This design comes from an exercise in tuning for small area, a short achievable clock period and few clock cycles on the open sky130 flow, not from production work. In this exercise RTL edits were held to simulation tests only and were not proved equivalent to the original.

==> exp/umber <==
// bcd_codec
module bcd_codec (
    input  wire        clk,
    input  wire        rst,
    input  wire        start,
    input  wire        op,        
    input  wire [63:0] amt,
    input  wire [4:0]  scale,
    input  wire [47:0] bcd_in,
    output wire        ready,
    output reg         done,
    output wire        error,
    output wire [47:0] result
);
Settings: LEC_CHECK=0, ABC_AREA=1, CAP_MARGIN=20, CORE_MARGIN=2, CORE_UTILIZATION=40, PLACE_DENSITY=0.6, SETUP_SLACK_MARGIN=3.5, SLEW_MARGIN=20, TNS_END_PERCENT=5; clock period 8.0 ns.
run.sh (not shown) runs the stock make flow with config.mk's settings and CLKGATE_MAP_FILE= SYNTH_SCRIPT=/design/flow/synth_recipe.tcl, a recipe that flattens the netlist after the stock synthesis.
==> exp/garnet (differences from exp/umber) <==
--- a/flow/design.v
+++ b/flow/design.v
@@ -81,22 +81,23 @@
                 md[4*mj +: 4] = {mm[2:0], mc};
                 mc = mm[3];
             end
         end
     end
-    wire early = op ? (|nzd[3:1]) & ~(|bad) : (|nze[7:1]) & (scale <= 5'd3);
+    wire early = op ? (|nzd[3:1]) & ~(|bad)
+                    : (|nze[7:1]) & (scale <= 5'd3 || (scale >= 5'd6 && scale < 5'd22));
     reg [23:0] init_v;
     always @(*) begin
         init_v = 24'd0;
         if (early) begin
             if (op)
                 init_v[13:4] = top_g;
             else
-                case (scale[1:0])
-                    2'd0: init_v[12 +: 12] = md;
-                    2'd1: init_v[8 +: 12]  = md;
-                    2'd2: init_v[4 +: 12]  = md;
+                case (scale)
+                    5'd0: init_v[12 +: 12] = md;
+                    5'd1: init_v[8 +: 12]  = md;
+                    5'd2: init_v[4 +: 12]  = md;
                     default: init_v[0 +: 12] = md;
                 endcase
         end
     end
     reg  [7:0]  psel;
@@ -195,19 +196,19 @@
     always @(posedge clk) begin
         if (busy & last) begin
             r_op  <= op_q;
             r_err <= err_q;
         end
+        init <= accept ? init_v : 24'd0;
         if (accept) begin
             first  <= 1'b1;
             op_q   <= op;
             err_q  <= |bad;
             zero_q <= ~op & (scale >= 5'd22);
             b_q    <= op ? groups : amt;
             phase  <= op ? P_DEC : (scale >= 5'd4 && scale < 5'd22) ? P_CAP : P_DD;
             ptr    <= quick ? 3'd0 : (op ? topd : tope) - {2'd0, early};
-            init   <= init_v;
             sc     <= (scale >= 5'd4) ? scale - 5'd3 : scale;
             found  <= 1'b0;
         end else begin
             first <= 1'b0;
             ptr   <= ptr - 3'd1;
@@ -239,11 +240,11 @@
             w[4*i +: 4] = acc[4+4*i +: 4];
             if (~r_op & acc[4+4*i+3]) w[4*i+1 +: 2] = 2'b00;
             nine[i] = acc[4+4*i+3] & acc[4+4*i];
         end
     end
-    wire        rnd = ~r_op & acc[2] & (acc[1] | acc[0]);
+    wire        rnd = acc[2] & (acc[1] | acc[0]);
     reg  [47:0] inc;
     reg  [3:0]  d;
     always @(*) begin
         for (i = 0; i < 12; i = i + 1) begin
             d = w[4*i +: 4];
==> flow/flow/run.sh (new file) <==
#!/bin/bash
# The standard layout (the standard.sh: ORFS synthesis through finish),
# with the ports buffered by plain buffers (sky130_fd_sc_hd__buf_1) instead
# of the delay buffers ORFS's buffer_ports picks by default. Every port still
# gets its buffer; nothing else changes.
set -euo pipefail
export BUFFER_PORTS_ARGS="-buffer_cell sky130_fd_sc_hd__buf_1"
bash standard.sh > standard.log 2>&1
==> flow/standard.sh (new file) <==
#!/bin/bash
# synth_recipe.tcl (not shown) runs the flow's synth.tcl, then flattens the netlist and writes it again
# the make line also repeats each setting of config.mk as NAME=value (left out here)
make -C /OpenROAD-flow-scripts/flow DESIGN_CONFIG=/design/flow/config.mk WORK_HOME=/design/flow/orfs CLKGATE_MAP_FILE= SYNTH_SCRIPT=/design/flow/synth_recipe.tcl "${@:-finish}"
CTS_BUF_LIST = sky130_fd_sc_hd__clkbuf_4 sky130_fd_sc_hd__clkbuf_8   (was not set)
SETUP_SLACK_MARGIN = 3.0   (was 3.5)
TNS_END_PERCENT = 40   (was 5)
removed: flow/run.sh
==> notes.md <==
	exp/umber	exp/garnet
Outcome	no timing/DRC/antenna violations	no timing/DRC/antenna violations
Post-synthesis share of cell area spent on full adders, half adders and majority gates	15.4%	15.5%
Via count	26.4k	24.2k
Start of the worst register-to-register path	first$_SDFF_PP1_	acc[4]$_DFF_P_
Antenna diode count	2	1
Maximum number of pins on one net before global-route repair	50	54
Grt met1 use	33.6%	33.7%
Worst Hold Slack	0.426 ns	0.432 ns
Met1 routed wirelength after detailed routing	34,600 µm	33,100 µm
Met2 wire length	44,200 µm	39,000 µm
Die width	242 µm	240 µm
Final wirelength	92,700 µm	82,300 µm
Fmax	206 MHz	204 MHz
Post-DP HPWL	70,100 µm	68,200 µm
Wire length of the first global-routing pass	133,000 µm	126,000 µm
Share of post-route cells with drive strength above 1	28.7%	11.5%
Via count of the first global-routing pass	24.1k	23.0k
Count of instances resized after the clock tree is built	265	60
Clock root buffer	sky130_fd_sc_hd__clkbuf_16	sky130_fd_sc_hd__clkbuf_8
Average wire per standard cell	19.8 µm	18.6 µm
Routed length on met3	6620 µm	5300 µm
Tap cell count	756	748
Clock transition at the registers of the reported paths	0.07 ns	0.11 ns
Maximum fanout along the worst path	5	7
Testbench counts of exp/umber, summed over its fixed seeds: cycles 8,159.
Testbench counts of exp/garnet, summed over its fixed seeds: cycles 7,944.

==> run M <==
==> flow/design.v <==
module bcd_codec (
    input  wire        clk,
    input  wire        rst,
    input  wire        start,
    input  wire        op,        
    input  wire [63:0] amt,
    input  wire [4:0]  scale,
    input  wire [47:0] bcd_in,
    output wire        ready,
    output reg         done,
    output wire        error,
    output wire [47:0] result
);
    localparam [1:0] P_DD = 2'd0, P_CAP = 2'd1, P_DEC = 2'd2;
    reg         busy;
    reg         first;     
    reg  [1:0]  phase;
    reg         op_q;
    reg         err_q;     
    reg         zero_q;    
    reg  [2:0]  ptr;       
    reg  [4:0]  sc;        
    reg         found;     
    reg  [2:0]  newtop;    
    reg  [63:0] b_q;       
    reg  [52:0] acc;       
    reg  [23:0] init;      
    reg         r_op, r_err;    
    wire last = (ptr == 3'd0) & (phase != P_CAP);
    assign ready = ~busy | last;
    wire accept = start & ready;
    reg  [63:0] groups;    
    reg  [7:0]  nze;       
    reg  [3:0]  nzd;       
    reg  [11:0] bad;
    integer i;
    always @(*) begin
        groups = 64'd0;
        for (i = 0; i < 4; i = i + 1)
            groups[16*i +: 10] = {bcd_in[12*i+8 +: 4], 6'b0} + {bcd_in[12*i+8 +: 4], 5'b0}
                               + {bcd_in[12*i+8 +: 4], 2'b0}
                               + {bcd_in[12*i+4 +: 4], 3'b0} + {bcd_in[12*i+4 +: 4], 1'b0}
                               + bcd_in[12*i +: 4];
        for (i = 0; i < 8; i = i + 1) nze[i] = |amt[8*i +: 8];
        for (i = 0; i < 4; i = i + 1) nzd[i] = |bcd_in[12*i +: 12];
        for (i = 0; i < 12; i = i + 1)
            bad[i] = bcd_in[4*i+3] & (bcd_in[4*i+2] | bcd_in[4*i+1]);
    end
    reg [7:0] ohe;
    reg [3:0] ohd;
    reg [2:0] tope, topd;
    reg [7:0] top_b;       
    reg [9:0] top_g;       
    always @(*) begin
        tope  = 3'd0;
        topd  = 3'd0;
        top_b = 8'd0;
        top_g = 10'd0;
        for (i = 0; i < 8; i = i + 1) begin
            ohe[i] = nze[i] & ~(|(nze >> (i + 1)));
            if (ohe[i]) tope = i[2:0];
            top_b = top_b | (amt[8*i +: 8] & {8{ohe[i]}});
        end
        for (i = 0; i < 4; i = i + 1) begin
            ohd[i] = nzd[i] & ~(|(nzd >> (i + 1)));
            if (ohd[i]) topd = i[2:0];
            top_g = top_g | (groups[16*i +: 10] & {10{ohd[i]}});
        end
    end
    wire quick = op ? (|bad) : (scale >= 5'd22);
    reg [11:0] md;         
    reg        mc;
    reg [3:0]  mm;
    integer    mj, mk;
    always @(*) begin
        md = 12'd0;
        for (mk = 7; mk >= 0; mk = mk - 1) begin
            mc = top_b[mk];
            for (mj = 0; mj < 3; mj = mj + 1) begin
                mm = dcell(md[4*mj +: 4]);
                md[4*mj +: 4] = {mm[2:0], mc};
                mc = mm[3];
            end
        end
    end
    wire early = op ? (|nzd[3:1]) & ~(|bad)
                    : (|nze[7:1]) & (scale <= 5'd3 || (scale >= 5'd6 && scale < 5'd22));
    reg [23:0] init_v;
    always @(*) begin
        init_v = 24'd0;
        if (early) begin
            if (op)
                init_v[13:4] = top_g;
            else
                case (scale)
                    5'd0: init_v[12 +: 12] = md;
                    5'd1: init_v[8 +: 12]  = md;
                    5'd2: init_v[4 +: 12]  = md;
                    default: init_v[0 +: 12] = md;
                endcase
        end
    end
    reg  [7:0]  psel;
    reg  [7:0]  bsel;
    reg  [9:0]  grp;
    always @(*) begin
        bsel = 8'd0;
        grp  = 10'd0;
        for (i = 0; i < 8; i = i + 1) begin
            psel[i] = (ptr == i);
            bsel = bsel | (b_q[8*i +: 8] & {8{psel[i]}});
        end
        for (i = 0; i < 4; i = i + 1)
            grp = grp | (b_q[16*i +: 10] & {10{ptr[1:0] == i}});
    end
    wire [7:0]  bits   = bsel & {8{~zero_q}};
    wire [52:0] acc_in = first ? {29'd0, init} : acc;
    function [3:0] dcell;
        input [3:0] a;
        begin
            dcell[3] = (a[2] & a[1]) | (a[2] & a[0]);
            dcell[2] = (a[3] & a[0]) | (a[2] & ~a[1] & ~a[0]);
            dcell[1] = a[3] | (~a[2] & a[1]) | (a[2] & ~a[1] & ~a[0]) | (a[1] & a[0]);
            dcell[0] = a[3] | (~a[2] & a[0]) | (a[2] & ~a[0]);
        end
    endfunction
    wire       cap_ph = (phase == P_CAP);
    wire [3:0] inj = {~cap_ph & (sc == 5'd0), ~cap_ph & (sc == 5'd1), ~cap_ph & (sc == 5'd2),
                      cap_ph | (sc[4:1] != 4'd0 && sc != 5'd2)};
    reg  [12:0] tap;
    always @(*) begin
        tap = 13'd0;
        for (i = 0; i < 13; i = i + 1) tap[i] = (sc == i + 1);
        if (sc > 5'd13) tap[12] = 1'b1;
    end
    reg [51:0] dd_acc;
    reg        dd_ovf;
    reg [7:0]  cap;
    reg        c;
    reg [3:0]  m;
    integer j, k;
    always @(*) begin
        dd_acc = acc_in[51:0];
        dd_ovf = acc_in[52];
        cap    = 8'd0;
        for (k = 7; k >= 0; k = k - 1) begin
            c = 1'b0;
            for (j = 0; j < 13; j = j + 1) begin
                if (j < 4) c = c | (bits[k] & inj[j]);
                m = dcell(dd_acc[4*j +: 4]);
                dd_acc[4*j +: 4] = {m[2:0], c};
                c = m[3];
                cap[k] = cap[k] | (c & tap[j]);
            end
            dd_ovf = dd_ovf | c;
        end
    end
    wire [39:0] h  = acc_in[43:4];
    wire [39:0] o1 = {h[29:0], 10'b0}, o2 = ~{h[34:0], 5'b0};
    wire [39:0] o3 = {h[36:0], 3'b0},  o4 = {30'd0, grp};
    wire [39:0] s1 = o1 ^ o2 ^ o3;
    wire [39:0] c1 = {((o1[38:0] & o2[38:0]) | (o1[38:0] & o3[38:0]) | (o2[38:0] & o3[38:0])), 1'b0};
    wire [39:0] s2 = s1 ^ c1 ^ o4;
    wire [39:0] c2 = {((s1[38:0] & c1[38:0]) | (s1[38:0] & o4[38:0]) | (c1[38:0] & o4[38:0])), 1'b1};
    reg  [39:0] hg, hp, ng, np, hor;
    integer s;
    always @(*) begin
        hg = s2 & c2;
        hp = s2 ^ c2;
        for (s = 1; s < 40; s = s * 2) begin
            ng = hg;
            np = hp;
            for (i = 0; i < 40; i = i + 1)
                if ((i / s) % 2 == 1) begin
                    ng[i] = hg[i] | (hp[i] & hg[(i/s)*s-1]);
                    np[i] = hp[i] & hp[(i/s)*s-1];
                end
            hg = ng;
            hp = np;
        end
        hor = s2 ^ c2 ^ {hg[38:0], 1'b0};
    end
    always @(posedge clk) begin
        if (rst) begin
            busy <= 1'b0;
            done <= 1'b0;
        end else begin
            done <= busy & last;
            if (accept)
                busy <= 1'b1;
            else if (last)
                busy <= 1'b0;
        end
    end
    wire [4:0] sc_drop = (sc > 5'd13) ? 5'd13 : sc;    
    always @(posedge clk) begin
        if (busy & last) begin
            r_op  <= op_q;
            r_err <= err_q;
        end
        init <= accept ? init_v : 24'd0;
        if (accept) begin
            first  <= 1'b1;
            op_q   <= op;
            err_q  <= |bad;
            zero_q <= ~op & (scale >= 5'd22);
            b_q    <= op ? groups : amt;
            phase  <= op ? P_DEC : (scale >= 5'd4 && scale < 5'd22) ? P_CAP : P_DD;
            ptr    <= quick ? 3'd0 : (op ? topd : tope) - {2'd0, early};
            sc     <= (scale >= 5'd4) ? scale - 5'd3 : scale;
            found  <= 1'b0;
        end else begin
            first <= 1'b0;
            ptr   <= ptr - 3'd1;
            if (phase == P_CAP) begin
                for (i = 0; i < 8; i = i + 1)
                    if (psel[i]) b_q[8*i +: 8] <= cap;
                if (~found && cap != 8'd0) begin
                    found  <= 1'b1;
                    newtop <= ptr;
                end
                if (ptr == 3'd0) begin
                    first <= 1'b1;
                    found <= 1'b0;
                    ptr   <= found ? newtop : 3'd0;
                    sc    <= (sc == sc_drop) ? 5'd3 : sc - sc_drop;
                    if (sc == sc_drop) phase <= P_DD;
                end
            end
        end
        if (phase == P_DEC)
            acc <= {acc_in[52:44], hor, acc_in[3:0]};
        else
            acc <= {dd_ovf, dd_acc};
    end
    reg  [47:0] w;
    reg  [11:0] nine;
    always @(*) begin
        for (i = 0; i < 12; i = i + 1) begin
            w[4*i +: 4] = acc[4+4*i +: 4];
            if (~r_op & acc[4+4*i+3]) w[4*i+1 +: 2] = 2'b00;
            nine[i] = acc[4+4*i+3] & acc[4+4*i];
        end
    end
    wire        rnd = acc[2] & (acc[1] | acc[0]);
    reg  [47:0] inc;
    reg  [3:0]  d;
    always @(*) begin
        for (i = 0; i < 12; i = i + 1) begin
            d = w[4*i +: 4];
            if (rnd && (&(nine | ~((12'd1 << i) - 12'd1))))
                inc[4*i +: 4] = nine[i] ? 4'd0 : d + 4'd1;
            else
                inc[4*i +: 4] = d;
        end
    end
    wire enc_ovf = acc[52] | (rnd & (&nine));
    assign result = inc;
    assign error  = r_op ? r_err : enc_ovf;
endmodule
==> flow/run.sh <==
#!/bin/bash
# synth_recipe.tcl (not shown) runs the flow's synth.tcl, then flattens the netlist and writes it again
# the make line also repeats each setting of config.mk as NAME=value (left out here)
make -C /OpenROAD-flow-scripts/flow DESIGN_CONFIG=/design/flow/config.mk WORK_HOME=/design/flow/orfs CLKGATE_MAP_FILE= SYNTH_SCRIPT=/design/flow/synth_recipe.tcl finish
==> flow/config.mk <==
export PLATFORM = sky130hd
export DESIGN_NAME = bcd_codec
export DESIGN_NICKNAME = bcd_codec
export VERILOG_FILES = /design/flow/design.v
export SDC_FILE = /design/flow/constraint.sdc
export NUM_CORES = 4
export LEC_CHECK = 0
export ABC_AREA = 1
export CAP_MARGIN = 20
export CORE_MARGIN = 2
export CORE_UTILIZATION = 50
export PLACE_DENSITY = 0.65
export SETUP_SLACK_MARGIN = 3.0
export SLEW_MARGIN = 20
==> flow/constraint.sdc <==
create_clock -name core_clock -period 8.0 [get_ports {clk}]
set_input_delay 1.6000 -clock core_clock [delete_from_list [all_inputs] [get_ports {clk}]]
set_output_delay 1.6000 -clock core_clock [all_outputs]
set_load 0.01 [all_outputs]
==> run C (differences from run M) <==
--- a/flow/design.v
+++ b/flow/design.v
@@ -198,7 +198,6 @@
             r_op  <= op_q;
             r_err <= err_q;
         end
-        init <= accept ? init_v : 24'd0;
         if (accept) begin
             first  <= 1'b1;
             op_q   <= op;
@@ -207,6 +206,7 @@
             b_q    <= op ? groups : amt;
             phase  <= op ? P_DEC : (scale >= 5'd4 && scale < 5'd22) ? P_CAP : P_DD;
             ptr    <= quick ? 3'd0 : (op ? topd : tope) - {2'd0, early};
+            init   <= init_v;
             sc     <= (scale >= 5'd4) ? scale - 5'd3 : scale;
             found  <= 1'b0;
         end else begin
@@ -222,6 +222,7 @@
                 if (ptr == 3'd0) begin
                     first <= 1'b1;
                     found <= 1'b0;
+                    init  <= 24'd0;
                     ptr   <= found ? newtop : 3'd0;
                     sc    <= (sc == sc_drop) ? 5'd3 : sc - sc_drop;
                     if (sc == sc_drop) phase <= P_DD;
@@ -242,7 +243,7 @@
             nine[i] = acc[4+4*i+3] & acc[4+4*i];
         end
     end
-    wire        rnd = acc[2] & (acc[1] | acc[0]);
+    wire        rnd = ~r_op & acc[2] & (acc[1] | acc[0]);
     reg  [47:0] inc;
     reg  [3:0]  d;
     always @(*) begin
CAP_MARGIN = 0   (was 20)
CORE_UTILIZATION = 40   (was 50)
PLACE_DENSITY = 0.6   (was 0.65)
SLEW_MARGIN = 0   (was 20)
==> run A (differences from run M) <==
==> flow/design.v, changed modules only <==
module bcd_codec (
    input  wire        clk,
    input  wire        rst,
    input  wire        start,
    input  wire        op,        
    input  wire [63:0] amt,
    input  wire [4:0]  scale,
    input  wire [47:0] bcd_in,
    output wire        ready,
    output reg         done,
    output wire        error,
    output wire [47:0] result
);
    localparam [1:0] P_DD = 2'd0, P_CAP = 2'd1, P_DEC = 2'd2;
    reg         busy;
    reg         first;     
    reg  [1:0]  phase;
    reg         op_q;
    reg         err_q;     
    reg         zero_q;    
    reg  [2:0]  ptr;       
    reg  [4:0]  sc;        
    reg         found;     
    reg  [2:0]  newtop;    
    reg  [63:0] b_q;       
    reg  [9:0]  nv;        
    reg  [52:0] acc;       
    reg         r_op, r_err;    
    wire last = (ptr == 3'd0) & (phase != P_CAP);
    assign ready = ~busy | last;
    wire accept = start & ready;
    reg  [63:0] groups;    
    reg  [7:0]  nz;
    reg  [11:0] bad;
    integer i;
    always @(*) begin
        groups = 64'd0;
        for (i = 0; i < 4; i = i + 1)
            groups[16*i +: 10] = {bcd_in[12*i+8 +: 4], 6'b0} + {bcd_in[12*i+8 +: 4], 5'b0}
                               + {bcd_in[12*i+8 +: 4], 2'b0}
                               + {bcd_in[12*i+4 +: 4], 3'b0} + {bcd_in[12*i+4 +: 4], 1'b0}
                               + bcd_in[12*i +: 4] + 10'd1;
        for (i = 0; i < 8; i = i + 1)
            nz[i] = op ? (i < 4 && |bcd_in[12*i +: 12]) : |amt[8*i +: 8];
        for (i = 0; i < 12; i = i + 1)
            bad[i] = bcd_in[4*i+3] & (bcd_in[4*i+2] | bcd_in[4*i+1]);
    end
    reg [2:0] top;
    reg [9:0] top_v;       
    always @(*) begin
        top   = 3'd0;
        top_v = op ? groups[9:0] : 10'd0;
        for (i = 0; i < 8; i = i + 1)
            if (nz[i]) begin
                top   = i[2:0];
                top_v = op ? groups[16*(i%4) +: 10] : {2'd0, amt[8*i +: 8]};
            end
    end
    wire quick = op ? (|bad) : (scale >= 5'd22);
    wire [7:0]  bits   = nv[7:0] & {8{~zero_q}};
    wire [9:0]  grp    = nv;
    wire [52:0] acc_in = first ? 53'd0 : acc;
    function [3:0] dcell;
        input [3:0] a;
        begin
            dcell[3] = (a[2] & a[1]) | (a[2] & a[0]);
            dcell[2] = (a[3] & a[0]) | (a[2] & ~a[1] & ~a[0]);
            dcell[1] = a[3] | (~a[2] & a[1]) | (a[2] & ~a[1] & ~a[0]) | (a[1] & a[0]);
            dcell[0] = a[3] | (~a[2] & a[0]) | (a[2] & ~a[0]);
        end
    endfunction
    wire       cap_ph = (phase == P_CAP);
    wire [3:0] inj = {~cap_ph & (sc == 5'd0), ~cap_ph & (sc == 5'd1), ~cap_ph & (sc == 5'd2),
                      cap_ph | (sc[4:1] != 4'd0 && sc != 5'd2)};
    reg  [12:0] tap;
    always @(*) begin
        tap = 13'd0;
        for (i = 0; i < 13; i = i + 1) tap[i] = (sc == i + 1);
        if (sc > 5'd13) tap[12] = 1'b1;
    end
    reg [51:0] dd_acc;
    reg        dd_ovf;
    reg [7:0]  cap;
    reg        c;
    reg [3:0]  m;
    integer j, k;
    always @(*) begin
        dd_acc = acc_in[51:0];
        dd_ovf = acc_in[52];
        cap    = 8'd0;
        for (k = 7; k >= 0; k = k - 1) begin
            c = 1'b0;
            for (j = 0; j < 13; j = j + 1) begin
                if (j < 4) c = c | (bits[k] & inj[j]);
                m = dcell(dd_acc[4*j +: 4]);
                dd_acc[4*j +: 4] = {m[2:0], c};
                c = m[3];
                cap[k] = cap[k] | (c & tap[j]);
            end
            dd_ovf = dd_ovf | c;
        end
    end
    wire [39:0] h  = acc_in[43:4];
    wire [39:0] o1 = {h[29:0], 10'b0}, o2 = ~{h[34:0], 5'b0};
    wire [39:0] o3 = {h[36:0], 3'b0},  o4 = {30'd0, grp};
    wire [39:0] s1 = o1 ^ o2 ^ o3;
    wire [39:0] c1 = {((o1[38:0] & o2[38:0]) | (o1[38:0] & o3[38:0]) | (o2[38:0] & o3[38:0])), 1'b0};
    wire [39:0] s2 = s1 ^ c1 ^ o4;
    wire [39:0] c2 = {((s1[38:0] & c1[38:0]) | (s1[38:0] & o4[38:0]) | (c1[38:0] & o4[38:0])), 1'b0};
    reg  [39:0] hg, hp, hor;
    integer s;
    always @(*) begin
        hg = s2 & c2;
        hp = s2 ^ c2;
        for (s = 1; s < 40; s = s * 2)
            for (i = 2*s-1; i < 40; i = i + 2*s) begin
                hg[i] = hg[i] | (hp[i] & hg[i-s]);
                hp[i] = hp[i] & hp[i-s];
            end
        for (s = 16; s >= 1; s = s / 2)
            for (i = 3*s-1; i < 40; i = i + 2*s) begin
                hg[i] = hg[i] | (hp[i] & hg[i-s]);
                hp[i] = hp[i] & hp[i-s];
            end
        hor = s2 ^ c2 ^ {hg[38:0], 1'b0};
    end
    always @(posedge clk) begin
        if (rst) begin
            busy <= 1'b0;
            done <= 1'b0;
        end else begin
            done <= busy & last;
            if (accept)
                busy <= 1'b1;
            else if (last)
                busy <= 1'b0;
        end
    end
    wire [2:0] rd_ix = ptr - 3'd1;
    wire [4:0] sc_drop = (sc > 5'd13) ? 5'd13 : sc;    
    always @(posedge clk) begin
        if (busy & last) begin
            r_op  <= op_q;
            r_err <= err_q;
        end
        if (accept)
            nv <= top_v;
        else if (phase == P_CAP && ptr == 3'd0)
            nv <= found ? {2'd0, b_q[8*newtop +: 8]} : {2'd0, cap};
        else
            nv <= op_q ? b_q[16*rd_ix[1:0] +: 10] : {2'd0, b_q[8*rd_ix +: 8]};
        if (accept) begin
            first  <= 1'b1;
            op_q   <= op;
            err_q  <= |bad;
            zero_q <= ~op & (scale >= 5'd22);
            b_q    <= op ? groups : amt;
            phase  <= op ? P_DEC : (scale >= 5'd4 && scale < 5'd22) ? P_CAP : P_DD;
            ptr    <= quick ? 3'd0 : top;
            sc     <= (scale >= 5'd4) ? scale - 5'd3 : scale;
            found  <= 1'b0;
        end else begin
            first <= 1'b0;
            ptr   <= ptr - 3'd1;
            if (phase == P_CAP) begin
                b_q[8*ptr +: 8] <= cap;
                if (~found && cap != 8'd0) begin
                    found  <= 1'b1;
                    newtop <= ptr;
                end
                if (ptr == 3'd0) begin
                    first <= 1'b1;
                    found <= 1'b0;
                    ptr   <= found ? newtop : 3'd0;
                    sc    <= (sc == sc_drop) ? 5'd3 : sc - sc_drop;
                    if (sc == sc_drop) phase <= P_DD;
                end
            end
        end
        if (phase == P_DEC)
            acc <= {acc_in[52:44], hor, acc_in[3:0]};
        else
            acc <= {dd_ovf, dd_acc};
    end
    reg  [47:0] w;
    reg  [11:0] nine;
    always @(*) begin
        for (i = 0; i < 12; i = i + 1) begin
            w[4*i +: 4] = acc[4+4*i +: 4];
            if (~r_op & acc[4+4*i+3]) w[4*i+1 +: 2] = 2'b00;
            nine[i] = acc[4+4*i+3] & acc[4+4*i];
        end
    end
    wire        rnd = ~r_op & acc[2] & (acc[1] | acc[0]);
    reg  [47:0] inc;
    reg  [3:0]  d;
    always @(*) begin
        for (i = 0; i < 12; i = i + 1) begin
            d = w[4*i +: 4];
            if (rnd && (&(nine | ~((12'd1 << i) - 12'd1))))
                inc[4*i +: 4] = nine[i] ? 4'd0 : d + 4'd1;
            else
                inc[4*i +: 4] = d;
        end
    end
    wire enc_ovf = acc[52] | (rnd & (&nine));
    assign result = inc;
    assign error  = r_op ? r_err : enc_ovf;
endmodule
CORE_UTILIZATION = 40   (was 50)
PLACE_DENSITY = 0.6   (was 0.65)
SETUP_SLACK_MARGIN = 4   (was 3.0)
==> notes <==
Final area: run A > run C > run M.
Between run A and run M, the lower critical path depth is in run M (gap 3).
The lowest register-to-register slack belongs to run A, the highest to run C.
Of run C and run M, run C has the higher worst setup slack (gap 0.068 ns).
Wire length: run C is lower than run A (about 15%).
Of run A and run M, run A has the higher non-clock buffer count (gap 256).
The highest utilization belongs to run M, the lowest to run C.
Against run A, the via count of run C is lower by 13%.
Testbench counts of run M, summed over its fixed seeds: cycles 7,944.
Testbench counts of run C, summed over its fixed seeds: cycles 7,944.
Testbench counts of run A, summed over its fixed seeds: cycles 9,923.

-- separate check: timing with driven ports --
In the flow no input, the clock included, has a driving cell. The finished layouts below were timed again as built, in two steps. Step 1 assumes that a clkbuf_16 drives the clock port and a buf_2 every other input. Step 2 also shifts input and output timing later by t, the mid clock arrival at the registers, as if the neighbouring blocks saw the same clock. Three values: ideal ports, drivers, drivers and shift; two values: the first two.
run | t (ns) | setup WS [ns] | clock arrival spread, ns | worst register clock-pin slew, ns
exp/umber | 0.557 | 3.154 / 3.193 / 2.636 | 0.016 / 0.015 | 0.08 / 0.08
exp/garnet | 0.581 | 3.101 / 3.048 / 2.685 | 0.030 / 0.030 | 0.12 / 0.12
run M | 0.565 | 2.982 / 2.990 / 2.425 | 0.025 / 0.025 | 0.10 / 0.10
run C | 0.546 | 3.050 / 3.082 / 2.541 | 0.015 / 0.014 | 0.07 / 0.07
run A | 0.547 | 2.994 / 2.994 / 2.916 | 0.018 / 0.018 | 0.08 / 0.08
After both steps setup and hold are still met in every run listed. The setup slack of run M, which loses most, moves by +0.008 ns with the drivers and by -0.557 ns with both steps.
